Background: an optimization exercise with open tools, aiming at a short achievable clock period and few clock cycles per item. Do not read the settings as production practice. In this exercise RTL edits were held to simulation tests only and were not proved equivalent to the original. Power figures rest on the tool's default switching activity, not on a simulated workload.

==> inputs of maple <==
## motor_ui_core
module motor_ui_core (
    input  wire        clk,
    input  wire        rst,             
    input  wire        op_valid,
    input  wire [15:0] op_word,
    output wire        op_ready,
    output reg         done,
    output reg  [15:0] result,
    output reg         refused,
    output reg  [3:0]  col_drive,
    output reg  [13:0] duty_hb,
    output reg  [13:0] duty_boost,
    output reg  [13:0] duty_buck,
    output reg         pwm_out_en,
    output reg  [31:0] rpm,
    output reg         running,
    output reg         vth,
    output reg  [16:0] sp_volt,
    output reg  [16:0] sp_speed,
    output reg  [16:0] sp_max,
    output reg  [1:0]  cur_row,
    output reg  [2:0]  cur_col,
    output reg  [19:0] dig_buf,         
    output reg         digit_entered
);
==> flow/config.mk <==
export PLATFORM = sky130hd
export DESIGN_NAME = motor_ui_core
export DESIGN_NICKNAME = motor_ui_core
export VERILOG_FILES = /design/flow/design.v
export SDC_FILE = /design/flow/constraint.sdc
export NUM_CORES = 4
export LEC_CHECK = 0
export ABC_CLOCK_PERIOD_IN_PS = 2500
export CAP_MARGIN = 20
export CORE_MARGIN = 2
export CORE_UTILIZATION = 40
export SETUP_SLACK_MARGIN = 5
export SLEW_MARGIN = 20
==> flow/constraint.sdc <==
create_clock -name core_clock -period 10.0 [get_ports {clk}]
set_input_delay 2.0000 -clock core_clock [delete_from_list [all_inputs] [get_ports {clk}]]
set_output_delay 2.0000 -clock core_clock [all_outputs]
set_load 0.01 [all_outputs]
run.sh (not shown) runs the stock make flow with config.mk's settings and CLKGATE_MAP_FILE= SYNTH_SCRIPT=/design/flow/synth_recipe.tcl, a recipe that flattens the netlist after the stock synthesis.
==> ember (differences from maple) <==
==> flow/flow/run.sh (new file) <==
#!/bin/bash
# The standard layout (standard.sh: the standard flow's synthesis and ORFS flow, unchanged)
# with a tighter target for the setup repair: repair_timing works on every
# path with less than SETUP_SLACK_MARGIN ns of slack at the design's clock.
set -euo pipefail
export SETUP_SLACK_MARGIN=6.7
bash standard.sh > standard.log 2>&1
==> flow/standard.sh (new file) <==
#!/bin/bash
# synth_recipe.tcl (not shown) runs the flow's synth.tcl, then flattens the netlist and writes it again
# the make line also repeats each setting of config.mk as NAME=value (left out here)
make -C /OpenROAD-flow-scripts/flow DESIGN_CONFIG=/design/flow/config.mk WORK_HOME=/design/flow/orfs CLKGATE_MAP_FILE= SYNTH_SCRIPT=/design/flow/synth_recipe.tcl "${@:-finish}"
--- a/flow/config.mk
+++ b/flow/config.mk
@@ -10,4 +10,3 @@
 export CORE_MARGIN = 2
 export CORE_UTILIZATION = 40
-export SETUP_SLACK_MARGIN = 5
 export SLEW_MARGIN = 20
removed: flow/run.sh
==> summary.txt <==
Flip-flop and latch count is the same in maple and ember.
Synthesized area is the same in ember and maple.
Synthesized cell count is the same in maple and ember.
Between ember and maple, the lower sequential share of layout area is in ember (gap 3.8 points).
Of ember and maple, ember has the higher utilization (gap 4.6 points).
Between maple and ember, the lower count of clock-buffer cells in the layout is in ember (gap 5).
Between maple and ember, the lower routed wire length is in maple (gap about 13%, measured against ember).
Against ember, the non-clock buffer count of maple is lower by 602.
Between ember and maple, the lower final area is in maple (gap 10%, measured against maple).
In ember the clock power is smaller than in maple, by about 0.8%.
Testbench counts of maple, summed over its fixed seeds: cycles 24,326, ops 24,000.
Testbench counts of ember, summed over its fixed seeds: cycles 24,326, ops 24,000.


==> v11 <==
motor_ui_core, a different RTL version from the one above (not shown whole).
==> flow/config.mk <==
export PLATFORM = sky130hd
export DESIGN_NAME = motor_ui_core
export DESIGN_NICKNAME = motor_ui_core
export VERILOG_FILES = /design/flow/design.v
export SDC_FILE = /design/flow/constraint.sdc
export NUM_CORES = 4
export LEC_CHECK = 0
export ABC_CLOCK_PERIOD_IN_PS = 2500
export CAP_MARGIN = 20
export CORE_MARGIN = 2
export CORE_UTILIZATION = 50
export CTS_CLUSTER_DIAMETER = 80
export CTS_CLUSTER_SIZE = 24
export PLACE_DENSITY = 0.65
export SLEW_MARGIN = 20
==> flow/constraint.sdc <==
create_clock -name core_clock -period 10.0 [get_ports {clk}]
set_input_delay 2.0000 -clock core_clock [delete_from_list [all_inputs] [get_ports {clk}]]
set_output_delay 2.0000 -clock core_clock [all_outputs]
set_load 0.01 [all_outputs]
standard.sh (not shown) runs the stock make flow with config.mk's settings and CLKGATE_MAP_FILE= SYNTH_SCRIPT=/design/flow/synth_recipe.tcl, a recipe that flattens the netlist after the stock synthesis.
==> flow/flow/run.sh <==
#!/bin/bash
# The standard layout (standard.sh: the standard flow's synthesis and ORFS flow, unchanged)
# with a tighter target for the setup repair: repair_timing works on every
# path with less than SETUP_SLACK_MARGIN ns of slack at the design's clock.
set -euo pipefail
export SETUP_SLACK_MARGIN=7.0
bash standard.sh > standard.log 2>&1
==> v12: changes against v11 <==
--- a/flow/design.v
+++ b/flow/design.v
@@ -63,11 +63,11 @@
     localparam [11:0] THRESH_RAW  = 12'd1229;
     localparam [13:0] DUTY_FULL   = 14'd10000;
     localparam [16:0] BATT_CV     = 17'd900;
     localparam [16:0] CEIL_CV     = 17'd2400;
     localparam RD = 19;
-    localparam [3:0] PC_START = 4'd10;    
+    localparam [4:0] PC_START = 5'd17;    
     localparam [1:0] DV_WAIT  = 2'd3;     
     reg        in_v;
     reg [15:0] in_w;
     reg        in_spd;         
     reg        in_abv;         
@@ -82,11 +82,11 @@
     reg [9:0]   qslot0, qslot1;
     reg         qin, qout;
     reg         sp_state;
     reg [31:0]  elapsed;
     reg         e_sat;         
-    reg [3:0]   pc_cnt;        
+    reg [4:0]   pc_cnt;        
     reg [13:0]  c_buck, c_boost, c_hb;   
     reg         c_ok;                    
     reg  [16:0] u_v, u_s, u_m;
     reg         u_vlow, u_vmid, u_vhigh, u_max0;
     reg         u_mm;          
@@ -230,11 +230,11 @@
     wire row_change = exec && is_key && (k_up || k_down);
     wire [1:0] dv_cnt_d = (dv_cnt != 2'd0) ? dv_cnt - 2'd1 : 2'd0;
     wire [1:0] dv_cnt_n = dig_change ? DV_WAIT : (row_change && dv_cnt_d == 2'd0) ? 2'd1 : dv_cnt_d;
     wire commit_x  = exec && is_key && k_commit;
     wire reset_x   = exec && is_reset;
-    wire u_done    = (pc_cnt == 4'd0);
+    wire u_done    = (pc_cnt == 5'd0);
     wire take_cand = commit_x && u_done && u_mc;
     wire take_act  = !c_ok && u_done && u_ma && !sp_chg && !commit_x && !reset_x;
     wire c_ok_n    = reset_x ? 1'b1 : commit_x ? (u_done && u_mc) : take_act ? 1'b1 : c_ok;
     wire in_ctrl_n   = accept ? o_ctrl : (in_v && stall && is_ctrl);
     wire in_commit_n = accept ? (o_key && (o_code == 8'h23)) : (in_v && stall && is_key && k_commit);
@@ -449,25 +449,23 @@
     reg  [24:0] pv_1, pv_2, pv_3, pv_4, pv_hi, pv_lo;
     reg  [30:0] ps_1, ps_2, ps_3, ps_hi, ps_lo;
     reg  [12:0] pa_r;
     reg  [13:0] pa_qn;
     reg  [12:0] pa_d;
-    reg  [14:0] pa_d3;
     reg  [17:0] pb_r;
     reg  [13:0] pb_qn;
     reg  [17:0] pb_d;
-    reg  [19:0] pb_d3;
     reg         pb_ovf;
     wire [12:0] pa_r_n;
     wire [13:0] pa_qn_n;
     wire [17:0] pb_r_n;
     wire [13:0] pb_qn_n;
-    rhu_div #(.RW(13), .QW(14)) u_pa (
-        .r(pa_r), .qn(pa_qn), .d(pa_d), .d3(pa_d3), .r_o(pa_r_n), .qn_o(pa_qn_n)
+    rhu_div2 #(.RW(13), .QW(14)) u_pa (
+        .r(pa_r), .qn(pa_qn), .d(pa_d), .r_o(pa_r_n), .qn_o(pa_qn_n)
     );
-    rhu_div #(.RW(18), .QW(14)) u_pb (
-        .r(pb_r), .qn(pb_qn), .d(pb_d), .d3(pb_d3), .r_o(pb_r_n), .qn_o(pb_qn_n)
+    rhu_div2 #(.RW(18), .QW(14)) u_pb (
+        .r(pb_r), .qn(pb_qn), .d(pb_d), .r_o(pb_r_n), .qn_o(pb_qn_n)
     );
     wire [24:0] v25 = {8'd0, u_v};
     wire [30:0] s31 = {14'd0, u_s};
     wire [13:0] u_buck  = u_vlow ? pa_qn : u_vmid ? DUTY_FULL : 14'd0;
     wire [13:0] u_boost = u_vmid ? pa_qn : 14'd0;
@@ -501,11 +499,11 @@
             u_vhigh <= 1'b0;
             u_max0  <= 1'b1;
             u_mm    <= 1'b0;
             u_mc    <= 1'b0;
             u_ma    <= 1'b0;
-            pc_cnt  <= 4'd0;
+            pc_cnt  <= 5'd0;
         end else begin
             u_mm <= !u_restart && ((u_v != tgt_v) || (u_s != tgt_s) || (u_m != tgt_m));
             u_mc <= (u_v == cand_v) && (u_s == cand_s) && (u_m == cand_m);
             u_ma <= (u_v == sp_volt) && (u_s == sp_speed) && (u_m == sp_max);
             if (u_restart) begin
@@ -515,12 +513,12 @@
                 u_vlow  <= (tgt_v <= BATT_CV);
                 u_vmid  <= (tgt_v > BATT_CV) && (tgt_v <= CEIL_CV);
                 u_vhigh <= (tgt_v > CEIL_CV);
                 u_max0  <= (tgt_m == 17'd0);
                 pc_cnt  <= PC_START;
-            end else if (pc_cnt != 4'd0) begin
-                pc_cnt  <= pc_cnt - 4'd1;
+            end else if (pc_cnt != 5'd0) begin
+                pc_cnt  <= pc_cnt - 5'd1;
             end
         end
     end
     always @(posedge clk) begin
         if (pc_cnt == PC_START) begin
@@ -530,31 +528,29 @@
             pv_4 <= u_vlow ? 25'd900 : -25'd18000000;
             ps_1 <= (s31 << 14) + (s31 << 11);
             ps_2 <= (s31 << 10) + (s31 << 9);
             ps_3 <= (s31 << 5) + {14'd0, u_m};
         end
-        if (pc_cnt == PC_START - 4'd1) begin
+        if (pc_cnt == PC_START - 5'd1) begin
             pv_hi <= pv_1 + pv_2;
             pv_lo <= pv_3 + pv_4;
             ps_hi <= ps_1 + ps_2;
             ps_lo <= ps_3;
         end
         if (rst || reset_x) begin
             pa_qn  <= 14'd0;
             pb_qn  <= 14'd0;
             pb_ovf <= 1'b0;
-        end else if (pc_cnt == PC_START - 4'd2) begin
+        end else if (pc_cnt == PC_START - 5'd2) begin
             pa_r  <= {2'd0, pa_num[24:14]};
             pa_qn <= pa_num[13:0];
             pa_d  <= u_vlow ? 13'd1800 : {u_v[11:0], 1'b0};
-            pa_d3 <= u_vlow ? 15'd5400 : {2'd0, u_v[11:0], 1'b0} + {1'd0, u_v[11:0], 2'd0};
             pb_r  <= {1'b0, pb_num[30:14]};
             pb_qn <= pb_num[13:0];
             pb_d  <= {u_m, 1'b0};
-            pb_d3 <= {2'd0, u_m, 1'b0} + {1'd0, u_m, 2'd0};
-        end else if (pc_cnt != 4'd0 && pc_cnt < PC_START - 4'd2) begin
-            if (pc_cnt == PC_START - 4'd3)
+        end else if (pc_cnt != 5'd0 && pc_cnt < PC_START - 5'd2) begin
+            if (pc_cnt == PC_START - 5'd3)
                 pb_ovf <= (pb_r >= pb_d);
             pa_r  <= pa_r_n;
             pa_qn <= pa_qn_n;
             pb_r  <= pb_r_n;
             pb_qn <= pb_qn_n;
--- a/flow/config.mk
+++ b/flow/config.mk
@@ -6,10 +6,7 @@
 export NUM_CORES = 4
 export LEC_CHECK = 0
 export ABC_CLOCK_PERIOD_IN_PS = 2500
 export CAP_MARGIN = 20
 export CORE_MARGIN = 2
-export CORE_UTILIZATION = 50
-export CTS_CLUSTER_DIAMETER = 80
-export CTS_CLUSTER_SIZE = 24
-export PLACE_DENSITY = 0.65
+export CORE_UTILIZATION = 40
 export SLEW_MARGIN = 20
==> v26: changes against v11 <==
--- a/flow/config.mk
+++ b/flow/config.mk
@@ -6,10 +6,7 @@
 export NUM_CORES = 4
 export LEC_CHECK = 0
 export ABC_CLOCK_PERIOD_IN_PS = 2500
 export CAP_MARGIN = 20
 export CORE_MARGIN = 2
-export CORE_UTILIZATION = 50
-export CTS_CLUSTER_DIAMETER = 80
-export CTS_CLUSTER_SIZE = 24
-export PLACE_DENSITY = 0.65
+export CORE_UTILIZATION = 40
 export SLEW_MARGIN = 20
==> v21: changes against v11 <==
--- a/flow/design.v
+++ b/flow/design.v
@@ -64,11 +64,11 @@
     localparam [13:0] DUTY_FULL   = 14'd10000;
     localparam [16:0] BATT_CV     = 17'd900;
     localparam [16:0] CEIL_CV     = 17'd2400;
     localparam RD = 19;
     localparam [3:0] PC_START = 4'd10;    
-    localparam [1:0] DV_WAIT  = 2'd3;     
+    localparam [1:0] DV_WAIT  = 2'd2;     
     reg        in_v;
     reg [15:0] in_w;
     reg        in_spd;         
     reg        in_abv;         
     reg        is_scan, is_ctrl, is_edge, is_pop, is_key, is_reset, is_legal;
@@ -83,18 +83,10 @@
     reg         qin, qout;
     reg         sp_state;
     reg [31:0]  elapsed;
     reg         e_sat;         
     reg [3:0]   pc_cnt;        
-    reg [13:0]  c_buck, c_boost, c_hb;   
-    reg         c_ok;                    
-    reg  [16:0] u_v, u_s, u_m;
-    reg         u_vlow, u_vmid, u_vhigh, u_max0;
-    reg         u_mm;          
-    reg         u_mc;          
-    reg         u_ma;          
-    reg         sp_chg;        
     reg [1:0]   dv_cnt;        
     reg         f_vlow, f_vmid, f_vhigh, f_max0;    
     wire [15:0] w        = in_w;
     wire        is_speed = in_spd;
     wire [7:0]  code     = w[7:0];
@@ -105,11 +97,11 @@
     wire       o_edge   = (o_opc == 4'h4) && (op_word[11:0] == 12'd0);
     wire       o_pop    = (o_opc == 4'h5) && (op_word[11:0] == 12'd0);
     wire       o_key    = (o_opc == 4'h6) && (op_word[11:8] == 4'd0);
     wire       o_reset  = (o_opc == 4'h7) && (op_word[11:0] == 12'd0);
     wire [7:0] o_code   = op_word[7:0];
-    wire stall = (is_ctrl && !c_ok) || (is_key && k_commit && (dv_cnt != 2'd0));
+    wire stall = (is_ctrl && (pc_cnt != 4'd0)) || (is_key && k_commit && (dv_cnt != 2'd0));
     wire exec  = in_v && !stall;
     function [7:0] keymap;
         input [3:0] k;
         begin
             case (k)
@@ -225,25 +217,20 @@
         dv_hi   <= t10000 + {3'd0, t1000};
         dv_lo   <= t100 + {3'd0, t10} + {6'd0, dig_buf[19:16]};
         dig_val <= dv_hi + {7'd0, dv_lo};
     end
     wire dig_change = exec && (is_reset || (is_key && (k_digit || k_commit)));
-    wire row_change = exec && is_key && (k_up || k_down);
-    wire [1:0] dv_cnt_d = (dv_cnt != 2'd0) ? dv_cnt - 2'd1 : 2'd0;
-    wire [1:0] dv_cnt_n = dig_change ? DV_WAIT : (row_change && dv_cnt_d == 2'd0) ? 2'd1 : dv_cnt_d;
-    wire commit_x  = exec && is_key && k_commit;
-    wire reset_x   = exec && is_reset;
-    wire u_done    = (pc_cnt == 4'd0);
-    wire take_cand = commit_x && u_done && u_mc;
-    wire take_act  = !c_ok && u_done && u_ma && !sp_chg && !commit_x && !reset_x;
-    wire c_ok_n    = reset_x ? 1'b1 : commit_x ? (u_done && u_mc) : take_act ? 1'b1 : c_ok;
+    wire [3:0] pc_cnt_n = (exec && is_key && k_commit) ? PC_START
+                        : (pc_cnt != 4'd0) ? pc_cnt - 4'd1 : 4'd0;
+    wire [1:0] dv_cnt_n = dig_change ? DV_WAIT : (dv_cnt != 2'd0) ? dv_cnt - 2'd1 : 2'd0;
     wire in_ctrl_n   = accept ? o_ctrl : (in_v && stall && is_ctrl);
     wire in_commit_n = accept ? (o_key && (o_code == 8'h23)) : (in_v && stall && is_key && k_commit);
     always @(posedge clk) begin
         if (rst) begin
             in_v    <= 1'b0;
             ready_q <= 1'b1;
+            pc_cnt  <= 4'd0;
             dv_cnt  <= DV_WAIT;
         end else begin
             if (accept) begin
                 in_v   <= 1'b1;
                 in_w   <= op_word;
@@ -264,11 +251,12 @@
                 k_commit <= (o_code == 8'h23);
                 k_star   <= (o_code == 8'h2A);
             end else if (exec) begin
                 in_v <= 1'b0;
             end
-            ready_q <= !((in_ctrl_n && !c_ok_n) || (in_commit_n && (dv_cnt_n != 2'd0)));
+            ready_q <= !((in_ctrl_n && (pc_cnt_n != 4'd0)) || (in_commit_n && (dv_cnt_n != 2'd0)));
+            pc_cnt  <= (exec && is_reset) ? 4'd0 : pc_cnt_n;
             dv_cnt  <= dv_cnt_n;
         end
     end
     wire rp_restart = exec && ((is_speed && rising) || is_reset);
     wire rp_advance = in_v && in_spd && (sp_state || !in_abv) && !e_sat;
@@ -340,13 +328,13 @@
                     end
                 end
                 if (is_ctrl) begin
                     vth <= f_vhigh;
                     if (running) begin
-                        duty_hb    <= c_hb;
-                        duty_boost <= c_boost;
-                        duty_buck  <= c_buck;
+                        duty_hb    <= pc_hb;
+                        duty_boost <= pc_boost;
+                        duty_buck  <= pc_buck;
                         pwm_out_en <= 1'b1;
                     end else begin
                         duty_hb    <= 14'd0;
                         duty_boost <= 14'd0;
                         duty_buck  <= 14'd0;
@@ -437,17 +425,10 @@
                 rp_qn[t] <= rp_qn_n[t];
                 rp_d[t]  <= rp_d[t-1];
             end
         end
     end
-    wire [16:0] cand_v = (cur_row == 2'd0) ? dig_val : sp_volt;
-    wire [16:0] cand_s = (cur_row == 2'd1) ? dig_val : sp_speed;
-    wire [16:0] cand_m = (cur_row == 2'd2) ? dig_val : sp_max;
-    wire [16:0] tgt_v  = c_ok ? cand_v : sp_volt;
-    wire [16:0] tgt_s  = c_ok ? cand_s : sp_speed;
-    wire [16:0] tgt_m  = c_ok ? cand_m : sp_max;
-    wire        u_restart = u_mm;
     reg  [24:0] pv_1, pv_2, pv_3, pv_4, pv_hi, pv_lo;
     reg  [30:0] ps_1, ps_2, ps_3, ps_hi, ps_lo;
     reg  [12:0] pa_r;
     reg  [13:0] pa_qn;
     reg  [12:0] pa_d;
@@ -465,94 +446,46 @@
         .r(pa_r), .qn(pa_qn), .d(pa_d), .d3(pa_d3), .r_o(pa_r_n), .qn_o(pa_qn_n)
     );
     rhu_div #(.RW(18), .QW(14)) u_pb (
         .r(pb_r), .qn(pb_qn), .d(pb_d), .d3(pb_d3), .r_o(pb_r_n), .qn_o(pb_qn_n)
     );
-    wire [24:0] v25 = {8'd0, u_v};
-    wire [30:0] s31 = {14'd0, u_s};
-    wire [13:0] u_buck  = u_vlow ? pa_qn : u_vmid ? DUTY_FULL : 14'd0;
-    wire [13:0] u_boost = u_vmid ? pa_qn : 14'd0;
-    wire [13:0] u_hb    = (u_vhigh || u_max0) ? 14'd0 : (pb_ovf || pb_qn > DUTY_FULL) ? DUTY_FULL : pb_qn;
+    wire [24:0] v25 = {8'd0, sp_volt};
+    wire [30:0] s31 = {14'd0, sp_speed};
+    wire [13:0] pc_buck  = f_vlow ? pa_qn : f_vmid ? DUTY_FULL : 14'd0;
+    wire [13:0] pc_boost = f_vmid ? pa_qn : 14'd0;
+    wire [13:0] pc_hb    = (f_vhigh || f_max0) ? 14'd0 : (pb_ovf || pb_qn > DUTY_FULL) ? DUTY_FULL : pb_qn;
     wire [24:0] pa_num = pv_hi + pv_lo;
     wire [30:0] pb_num = ps_hi + ps_lo;
     always @(posedge clk) begin
-        if (rst || reset_x) begin
-            c_buck  <= 14'd0;
-            c_boost <= 14'd0;
-            c_hb    <= 14'd0;
-            c_ok    <= 1'b1;
-            sp_chg  <= 1'b1;
-        end else begin
-            if (take_cand || take_act) begin
-                c_buck  <= u_buck;
-                c_boost <= u_boost;
-                c_hb    <= u_hb;
-            end
-            c_ok   <= c_ok_n;
-            sp_chg <= commit_x;
-        end
-    end
-    always @(posedge clk) begin
-        if (rst || reset_x) begin
-            u_v     <= 17'd0;
-            u_s     <= 17'd0;
-            u_m     <= 17'd0;
-            u_vlow  <= 1'b1;
-            u_vmid  <= 1'b0;
-            u_vhigh <= 1'b0;
-            u_max0  <= 1'b1;
-            u_mm    <= 1'b0;
-            u_mc    <= 1'b0;
-            u_ma    <= 1'b0;
-            pc_cnt  <= 4'd0;
-        end else begin
-            u_mm <= !u_restart && ((u_v != tgt_v) || (u_s != tgt_s) || (u_m != tgt_m));
-            u_mc <= (u_v == cand_v) && (u_s == cand_s) && (u_m == cand_m);
-            u_ma <= (u_v == sp_volt) && (u_s == sp_speed) && (u_m == sp_max);
-            if (u_restart) begin
-                u_v     <= tgt_v;
-                u_s     <= tgt_s;
-                u_m     <= tgt_m;
-                u_vlow  <= (tgt_v <= BATT_CV);
-                u_vmid  <= (tgt_v > BATT_CV) && (tgt_v <= CEIL_CV);
-                u_vhigh <= (tgt_v > CEIL_CV);
-                u_max0  <= (tgt_m == 17'd0);
-                pc_cnt  <= PC_START;
-            end else if (pc_cnt != 4'd0) begin
-                pc_cnt  <= pc_cnt - 4'd1;
-            end
-        end
-    end
-    always @(posedge clk) begin
         if (pc_cnt == PC_START) begin
             pv_1 <= (v25 << 14) + (v25 << 11);
             pv_2 <= (v25 << 10) + (v25 << 9);
-            pv_3 <= (v25 << 5) + (u_vlow ? 25'd0 : v25);
-            pv_4 <= u_vlow ? 25'd900 : -25'd18000000;
+            pv_3 <= (v25 << 5) + (f_vlow ? 25'd0 : v25);
+            pv_4 <= f_vlow ? 25'd900 : -25'd18000000;
             ps_1 <= (s31 << 14) + (s31 << 11);
             ps_2 <= (s31 << 10) + (s31 << 9);
-            ps_3 <= (s31 << 5) + {14'd0, u_m};
+            ps_3 <= (s31 << 5) + {14'd0, sp_max};
         end
         if (pc_cnt == PC_START - 4'd1) begin
             pv_hi <= pv_1 + pv_2;
             pv_lo <= pv_3 + pv_4;
             ps_hi <= ps_1 + ps_2;
             ps_lo <= ps_3;
         end
-        if (rst || reset_x) begin
+        if (rst || (exec && is_reset)) begin
             pa_qn  <= 14'd0;
             pb_qn  <= 14'd0;
             pb_ovf <= 1'b0;
         end else if (pc_cnt == PC_START - 4'd2) begin
             pa_r  <= {2'd0, pa_num[24:14]};
             pa_qn <= pa_num[13:0];
-            pa_d  <= u_vlow ? 13'd1800 : {u_v[11:0], 1'b0};
-            pa_d3 <= u_vlow ? 15'd5400 : {2'd0, u_v[11:0], 1'b0} + {1'd0, u_v[11:0], 2'd0};
+            pa_d  <= f_vlow ? 13'd1800 : {sp_volt[11:0], 1'b0};
+            pa_d3 <= f_vlow ? 15'd5400 : {2'd0, sp_volt[11:0], 1'b0} + {1'd0, sp_volt[11:0], 2'd0};
             pb_r  <= {1'b0, pb_num[30:14]};
             pb_qn <= pb_num[13:0];
-            pb_d  <= {u_m, 1'b0};
-            pb_d3 <= {2'd0, u_m, 1'b0} + {1'd0, u_m, 2'd0};
+            pb_d  <= {sp_max, 1'b0};
+            pb_d3 <= {2'd0, sp_max, 1'b0} + {1'd0, sp_max, 2'd0};
         end else if (pc_cnt != 4'd0 && pc_cnt < PC_START - 4'd2) begin
             if (pc_cnt == PC_START - 4'd3)
                 pb_ovf <= (pb_r >= pb_d);
             pa_r  <= pa_r_n;
             pa_qn <= pa_qn_n;
--- a/flow/config.mk
+++ b/flow/config.mk
@@ -6,10 +6,7 @@
 export NUM_CORES = 4
 export LEC_CHECK = 0
 export ABC_CLOCK_PERIOD_IN_PS = 2500
 export CAP_MARGIN = 20
 export CORE_MARGIN = 2
-export CORE_UTILIZATION = 50
-export CTS_CLUSTER_DIAMETER = 80
-export CTS_CLUSTER_SIZE = 24
-export PLACE_DENSITY = 0.65
+export CORE_UTILIZATION = 40
 export SLEW_MARGIN = 20
==> summary.txt <==
status=no timing/DRC/antenna violations; kind of critical path=flop to flop; Filler cells=21,669; Global Route Usage Sum=0.193; CP max stage delay=0.56 ns; overall routed net length=269,000 um; Hold Path Sink=dig_val[0]
the above is filed under v21

==> summary.txt <==
overall routed net length=333,000 um; CP max stage delay=0.35 ns; status=no timing/DRC/antenna violations; kind of critical path=flop to output port; Global Route Usage Sum=0.221; Hold Path Sink=dig_val[2]
the above is filed under v26

==> summary.txt <==
kind of critical path=flop to output port; Filler cells=17,782; overall routed net length=297,000 um; status=no timing/DRC/antenna violations; area leader, netlist=edfxtp_1; Global Route Usage Sum=0.247; Hold Path Sink=dig_val[2]; CP max stage delay=0.42 ns
the above is filed under v11

==> summary.txt <==
Global Route Usage Sum=0.195; WP data required=10.62 ns; CP max stage delay=0.42 ns; Die Wd=519 um; status=no timing/DRC/antenna violations; kind of critical path=flop to flop; FMAX=278 MHz; CTS sink cnt=2,072
the above is filed under v12

Testbench counts of v11, summed over its fixed seeds: cycles 24,016, ops 24,000.
Testbench counts of v12, summed over its fixed seeds: cycles 24,076, ops 24,000.
Testbench counts of v26, summed over its fixed seeds: cycles 24,016, ops 24,000.
Testbench counts of v21, summed over its fixed seeds: cycles 24,326, ops 24,000.

==> afterwards: timing with drivers on the ports <==
The results above use ideal ports. As a check the final layouts listed here were re-extracted and re-timed, cells and wires unchanged. Step 1, drivers: a clkbuf_16 drives clk and a buf_2 each remaining input, both assumed. Step 2 times the ports against the registers' clock, not the clock port: input delays grow and output delays shrink by t, the midpoint of the rising clock arrivals with the driver on. a / b / c = no drivers / after step 1 / after step 2; a / b = the first two.
run	t, ns	slack for setup (ns)	hold slack, ns	worst register clock-pin slew, ns
maple	0.924	5.245 / 5.245 / 5.245	0.326 / 0.326 / 0.326	0.07 / 0.07
ember	0.922	6.370 / 6.370 / 6.034	0.327 / 0.327 / 0.327	0.07 / 0.07
v11	0.906	6.602 / 6.515 / 6.142	0.331 / 0.331 / 0.331	0.10 / 0.10
v12	0.947	6.401 / 6.401 / 6.127	0.336 / 0.336 / 0.336	0.07 / 0.07
v26	0.941	6.510 / 6.419 / 6.150	0.329 / 0.329 / 0.329	0.07 / 0.07
v21	0.924	6.544 / 6.494 / 6.171	0.326 / 0.326 / 0.326	0.07 / 0.07
After both steps setup and hold are still met in every run listed. The setup slack of v11, which loses most, moves by -0.087 ns with the drivers and by -0.460 ns with both steps.
